Context: an optimization exercise on an open-source flow, tuned for small area. The choices shown serve that exercise and are no tape-out recipe. In this exercise RTL edits were held to simulation tests only and were not proved equivalent to the original. Power and IR drop assume default switching activity.

### run.sh
#!/bin/bash
# synth_recipe.tcl (not shown) runs the flow's synth.tcl, then flattens the netlist and writes it again
# the make line also repeats each setting of config.mk as NAME=value (left out here)
make -C /OpenROAD-flow-scripts/flow DESIGN_CONFIG=/design/flow/config.mk WORK_HOME=/design/flow/orfs CLKGATE_MAP_FILE= SYNTH_SCRIPT=/design/flow/synth_recipe.tcl finish
### config.mk
export PLATFORM = sky130hd
export DESIGN_NAME = grip_core
export DESIGN_NICKNAME = grip_core
export VERILOG_FILES = /design/flow/design.v
export SDC_FILE = /design/flow/constraint.sdc
export NUM_CORES = 4
export LEC_CHECK = 0
export CAP_MARGIN = 20
export CORE_MARGIN = 2
export CORE_UTILIZATION = 40
export SLEW_MARGIN = 20
### constraint.sdc
create_clock -name core_clock -period 8.0 [get_ports {clk}]
set_input_delay 1.6000 -clock core_clock [delete_from_list [all_inputs] [get_ports {clk}]]
set_output_delay 1.6000 -clock core_clock [all_outputs]
set_load 0.01 [all_outputs]
### design.v
module grip_core (
    input  wire        clk,
    input  wire        rst,
    input  wire        clk_in,
    input  wire        data_in,
    input  wire        edge_evt,
    input  wire        edge_src,
    input  wire        dec_en,
    input  wire        rd_req,
    input  wire [3:0]  rd_addr,
    output reg  [15:0] rd_data
);
    reg  [1:0]  v;
    reg         wg;       
    reg  [19:0] acc;      
    reg  [4:0]  cnt;
    wire is_clk = clk_in ^ v[0];
    wire is_gap = ~clk_in & ~v[0] & (data_in ^ v[1]) & wg;
    wire cnt20  = (cnt == 5'd20);
    wire enq    = edge_evt & ~is_clk & is_gap & cnt20;
    always @(posedge clk) begin
        if (edge_evt & is_clk)
            acc <= {acc[18:0], data_in};
    end
    always @(posedge clk) begin
        if (rst) begin
            v   <= 2'b00;
            wg  <= 1'b0;
            cnt <= 5'd0;
        end else if (edge_evt) begin
            if (is_clk) begin
                if (cnt != 5'd31)
                    cnt <= cnt + 5'd1;
            end else if (is_gap) begin
                cnt <= 5'd0;
            end
            wg <= ~v[0] & (data_in ^ v[1]);
            v  <= {data_in, clk_in};
        end
    end
    wire [19:0] f = acc;
    wire [6:0]  s;
    assign s[0] = f[0] ^ f[7]  ^ f[14];
    assign s[1] = f[1] ^ f[8]  ^ f[15];
    assign s[2] = f[2] ^ f[9]  ^ f[16];
    assign s[3] = f[3] ^ f[10] ^ f[17];
    assign s[4] = f[4] ^ f[11] ^ f[18];
    assign s[5] = f[5] ^ f[12] ^ f[19];
    assign s[6] = f[6] ^ f[13];
    reg [3:0] nib;
    always @(*) begin
        case (s[6:4])
            3'd0: nib = 4'h0;
            3'd1: nib = 4'h7;
            3'd2: nib = 4'he;
            3'd3: nib = 4'h9;
            3'd4: nib = 4'hb;
            3'd5: nib = 4'hc;
            3'd6: nib = 4'h5;
            default: nib = 4'h2;
        endcase
    end
    wire ok  = (s[3:0] == nib);
    wire is2 = ok & (f[19:18] == 2'd2);
    wire [14:0] enq_code = {is2, f[17:6],
                            is2 ? f[5:4] : (ok ? f[19:18] : 2'b10)};
    reg [14:0] mem [0:9];
    reg [3:0]  wr_ptr, rd_ptr;
    reg        full;
    wire empty  = (wr_ptr == rd_ptr) & ~full;
    wire do_enq = enq & ~full;
    wire do_deq = dec_en & ~empty;
    wire [3:0] wr_nxt = (wr_ptr == 4'd9) ? 4'd0 : wr_ptr + 4'd1;
    wire [3:0] rd_nxt = (rd_ptr == 4'd9) ? 4'd0 : rd_ptr + 4'd1;
    always @(posedge clk) begin
        if (do_enq)
            mem[wr_ptr] <= enq_code;
    end
    always @(posedge clk) begin
        if (rst) begin
            wr_ptr <= 4'd0;
            rd_ptr <= 4'd0;
            full   <= 1'b0;
        end else begin
            if (do_enq)
                wr_ptr <= wr_nxt;
            if (do_deq)
                rd_ptr <= rd_nxt;
            if (do_enq & ~do_deq & (wr_nxt == rd_ptr))
                full <= 1'b1;
            else if (do_deq)
                full <= 1'b0;
        end
    end
    wire [14:0] e = mem[rd_ptr];
    wire wr2 = do_deq & e[14];
    wire wr0 = do_deq & ~e[14] & (e[1:0] == 2'b00);
    wire wr1 = do_deq & ~e[14] & (e[1:0] == 2'b01);
    wire wr3 = do_deq & ~e[14] & (e[1:0] == 2'b11);
    reg [5:0]  x_r, y_r, lt_r, rt_r, thr_r;
    reg [1:0]  hatx_r, haty_r, dpadx_r, dpady_r;
    reg [10:0] btn_r;
    reg [3:0]  init_r;
    always @(posedge clk) begin
        if (rst) begin
            x_r     <= 6'd0;
            y_r     <= 6'd0;
            lt_r    <= 6'd0;
            rt_r    <= 6'd0;
            thr_r   <= 6'd0;
            hatx_r  <= 2'd0;
            haty_r  <= 2'd0;
            dpadx_r <= 2'd0;
            dpady_r <= 2'd0;
            btn_r   <= 11'd0;
            init_r  <= 4'd0;
        end else begin
            if (wr0) begin
                x_r       <= e[7:2];
                y_r       <= ~e[13:8];
                init_r[0] <= 1'b1;
            end
            if (wr1) begin
                lt_r      <= e[7:2];
                rt_r      <= e[13:8];
                init_r[1] <= 1'b1;
            end
            if (wr2) begin
                thr_r     <= e[13:8];
                hatx_r    <= {~e[1] & e[0], e[1] ^ e[0]};
                haty_r    <= {~e[2] & e[3], e[2] ^ e[3]};
                dpadx_r   <= {~e[5] & e[4], e[5] ^ e[4]};
                dpady_r   <= {~e[6] & e[7], e[6] ^ e[7]};
                init_r[2] <= 1'b1;
            end
            if (wr3) begin
                btn_r     <= e[13:3];
                init_r[3] <= 1'b1;
            end
        end
    end
    always @(posedge clk) begin
        if (rst) begin
            rd_data <= 16'd0;
        end else if (rd_req) begin
            case (rd_addr)
                4'd0:    rd_data <= {10'd0, x_r};
                4'd1:    rd_data <= {10'd0, y_r};
                4'd2:    rd_data <= {10'd0, lt_r};
                4'd3:    rd_data <= {10'd0, rt_r};
                4'd4:    rd_data <= {10'd0, thr_r};
                4'd5:    rd_data <= {14'd0, hatx_r};
                4'd6:    rd_data <= {14'd0, haty_r};
                4'd7:    rd_data <= {14'd0, dpadx_r};
                4'd8:    rd_data <= {14'd0, dpady_r};
                4'd9:    rd_data <= {5'd0, btn_r};
                4'd10:   rd_data <= {12'd0, init_r};
                default: rd_data <= 16'd0;
            endcase
        end
    end
endmodule
==> impl_metrics.yaml <==
critical_path:
  cp-end-kind: "flip-flop"
  timing.critical_path.required_ps: 8430
  path_cells: "buf_4, mux4_2, mux2_2, o21ai_0, ha_1, o211a_1, a21oi_1, a311oi_2"
  path_delay_family: "compound AO/OA/AOI/OAI gates"
  worst-path-buf-inv: 1
  worstSetupStartpointType: "flip-flop"
  worst_path_max_delay_cell: "o211a_1"
  worstPathMaxFanout: 32
  worstSetupPathType: "flip-flop to flip-flop"
  crit_arrival_ps: 4420
  cpPeakStageDelay_ps: 650
outcome:
  status: "complete, no violations"
synthesis:
  total_standard_cell_area_after_synthesis_um2: 10800
  synth-seq-cells: 255
  synth_compound_gate_area_share: 0.111
  synth_simple_gate_area_share: 0.0831
  synth_enable_flop_cells: 170
  yosys.cell_count.top_type: "edfxtp_1"
  post_synth_num_cell_types: 63
  synthMuxAreaShare: 0.0998
  post-synth-top-area-fraction: 0.474
  ys_top_cells_by_area: "edfxtp_1 47%, dfxtp_1 16%, mux4_2 6.5%"
  synth-xor-area-share: 0.0219
  postSynthCellCount: 820
  synth_top_flop_cell: "edfxtp_1"
  synth_commonest_cells: "170 x edfxtp_1, 85 x dfxtp_1, 76 x a21oi_1, 51 x o21ai_0, 49 x nand3_1"
  synth_area_per_cell_um2: 13.1
  yosys.area.top_type: "edfxtp_1"
  synth_adder_area_share: 0.0174
  seq_area_frac_synth: 0.631
  ys.warnings.count: 1
  synth_top_family_by_area: "compound AO/OA/AOI/OAI gates"
  ys_async_sr_fraction: 0
layout:
  layout-area-overhead-vs-synth_pct: 12.6
  postLayoutCoreUtil: 0.454
  finalNetCount: 858
  antenna_cells: 0
  layout.area.seq_um2: 6810
  layout.cells.non_filler: 1191
  fill_cells: 2391
  multiInputGateArea_um2: 3640
  layout-drive-gt1-share: 0.131
timing:
  max-slew-margin-rel: 0.283
  setup_viol: 0
  slew_violations: 0
  final_period_minus_worst_setup_slack_ps: 3990
  setup_repair_after_global_routing_missed_its_margin: "false"
  finalHoldWorstSlack_ps: 468
  final.setup_skew_ps: 12.8
  tightestPinTransition_ps: 1080
  final.setup.tns_ps: 0
  final_hold_violations: 0
  max_freq_mhz: 251
  layout_worst_path_cycle_share: 0.499
clock_tree:
  setup_buffers_after_cts: 0
  cts_buffer_depth: 3
  clk_pin_slew_ps: 60
  root_buffer_selected_by_cts: "clkbuf_16"
  cts.htree.levels: 1
  cts_inserted_buffers: 27
  cts.hold.buffers_added: 0
  post_cts_resized: 0
  tritoncts: "done"
  insertion_delay_ps: 520
  clock_sinks: 255
route:
  vias: 6545
  post_drt_via_cell_ratio: 5.50
  total_wire_length_mm: 22.6
  routed-wl-met2_mm: 10.7
  detail_route.iter0.violations: 641
  post-route-drc-count: 0
  drtPass1Iterations: 4
  wirelength_met1_mm: 10.7
  route.detailed.wl_per_inst_um: 19.0
  antenna_violating_nets_post_route: 0
  topRoutingLayerUsed: "met4"
  metal3_wl_um: 806
power_and_ir_drop:
  static-leakage-power_nw: 3.89
  powerDensity_nw_per_um2: 221
  largest_voltage_drop_on_the_vdd_net_uv: 118
global_route:
  grt_first_pass_wirelength_mm: 36.9
  grt_antenna_before_repair: 1
  grt_start_max_net_pins: 82
  number_of_global_route_vias_before_repair: 6536
  grtUsageTotal: 0.163
  grt_overflow_total: 0
die:
  fp-row-count: 60
  placeableCoreArea_um2: 26700
  die_width_um: 168
  io_pins: 28
  initial_utilization: 0.403
  vert_die_dim_um: 168
  die_area_um2: 28300
hold_path:
  type_of_the_most_critical_hold_path: "flip-flop to flip-flop"
placement:
  placed_cells_incl_taps: 1143
  hpwl_mm: 14.2
  place.gp.congestion: 0.772
  placement.io_buffers: 21
job:
  drv_cap: 0
## stage by stage
step	instance area, µm²	setup WS, ps	total power [mW]
5_1_grt	12100	3640	2.77
3_3_place_gp	11300	3900	1.54
2_1_floorplan	10800	3180	1.52
6_report	12100	4010	2.68
4_1_cts	12100	3970	2.70
3_5_place_dp	11300	3900	1.55
## power by group
part	internal, mW	switching (mW)
sequential	1.42	0.0156
clock	0.665	0.496
combinational	0.0316	0.0552
## path summary, 6_finish.rpt
path,from,to,slack (ps),cells after the start
min,rd_data[1],rd_data[1],470,2
max reg2reg,flip-flop,y_r[4],4010,8
max,flip-flop,y_r[4],4010,8
min reg2reg,rd_data[1],rd_data[1],470,2
## cell type report
type                            instances  area share
Sequential cell                       255       0.561
Multi-Input combinational cell        482       0.300
Clock buffer                           36      0.0593
Tap cell                              341      0.0352
Timing Repair Buffer                   40      0.0287
Clock inverter                         12     0.00784
Inverter                               25     0.00773
## worst register-to-register path, delay by kind of cell, from the launching register on
family	cells	cell delay, ps
AO/OA/AOI/OAI	4	1490
flip-flops	1	640
adder cells (fa/ha/maj)	1	260
multiplexers	2	900
buffers and inverters	1	620
## state kept, by name, summed over array words and instances, names as in the netlist, named ones only
signal / count
mem: 150
acc: 20
lt_r: 6
rd_ptr: 4
rt_r: 6
thr_r: 6
x_r: 6
haty_r: 2
wg: 1
hatx_r: 2
v: 2
wr_ptr: 4
dpadx_r: 2
cnt: 5
init_r: 4
full: 1
btn_r: 11
dpady_r: 2
rd_data: 11
y_r: 6
## metal layers
layer,GRT usage,up-vias
li1,-,3127
met1,0.231,3241
met2,0.269,145
met3,0.0235,32
met4,0.0352,0
met5,0,-
## kinds of logic (layout without fill, tap and decap cells)
family | count (synthesis) | after routing
adder cells (fa/ha/maj) | 15 | 15
other | 1 | 5
buffers and inverters | 87 | 113
multiplexers | 68 | 68
AND/OR/NAND/NOR | 174 | 174
AO/OA/AOI/OAI | 193 | 193
XOR/XNOR | 27 | 27
flip-flops | 255 | 255
## cell usage in the layout (no fill, tap or decap), drive strengths merged, types with 17 or more instances in the layout
cell type      instances
mux4                  31
nand3                 49
nor2                  42
clkbuf                36
inv                   27
buf                   20
mux2i                 31
clkdlybuf4s50         20
o21ai                 54
xnor2                 18
edfxtp               170
a21oi                 76
dfxtp                 85
nand2                 17

-- re-timing with driven ports --
Ports are ideal in the flow. The routed layout listed here was re-timed in OpenROAD. Step 1: set_driving_cell puts a clkbuf_16 on clk and a buf_2 on each other input, an assumption about the parent block. Step 2 times the ports against the registers' clock, not the clock port: input delays grow and output delays shrink by t, the midpoint of the rising clock arrivals with the driver on. a / b / c = no drivers / after step 1 / after step 2; a / b = the first two.
t, ns: 0.562
setup WS [ns]: 4.008 / 4.008 / 3.852
worst setup path after step 2: input to register
pins driven straight from the clock port: 1
After both steps this run still meets setup and hold. The setup slack of this run moves by 0.000 ns with the drivers and by -0.156 ns with both steps.
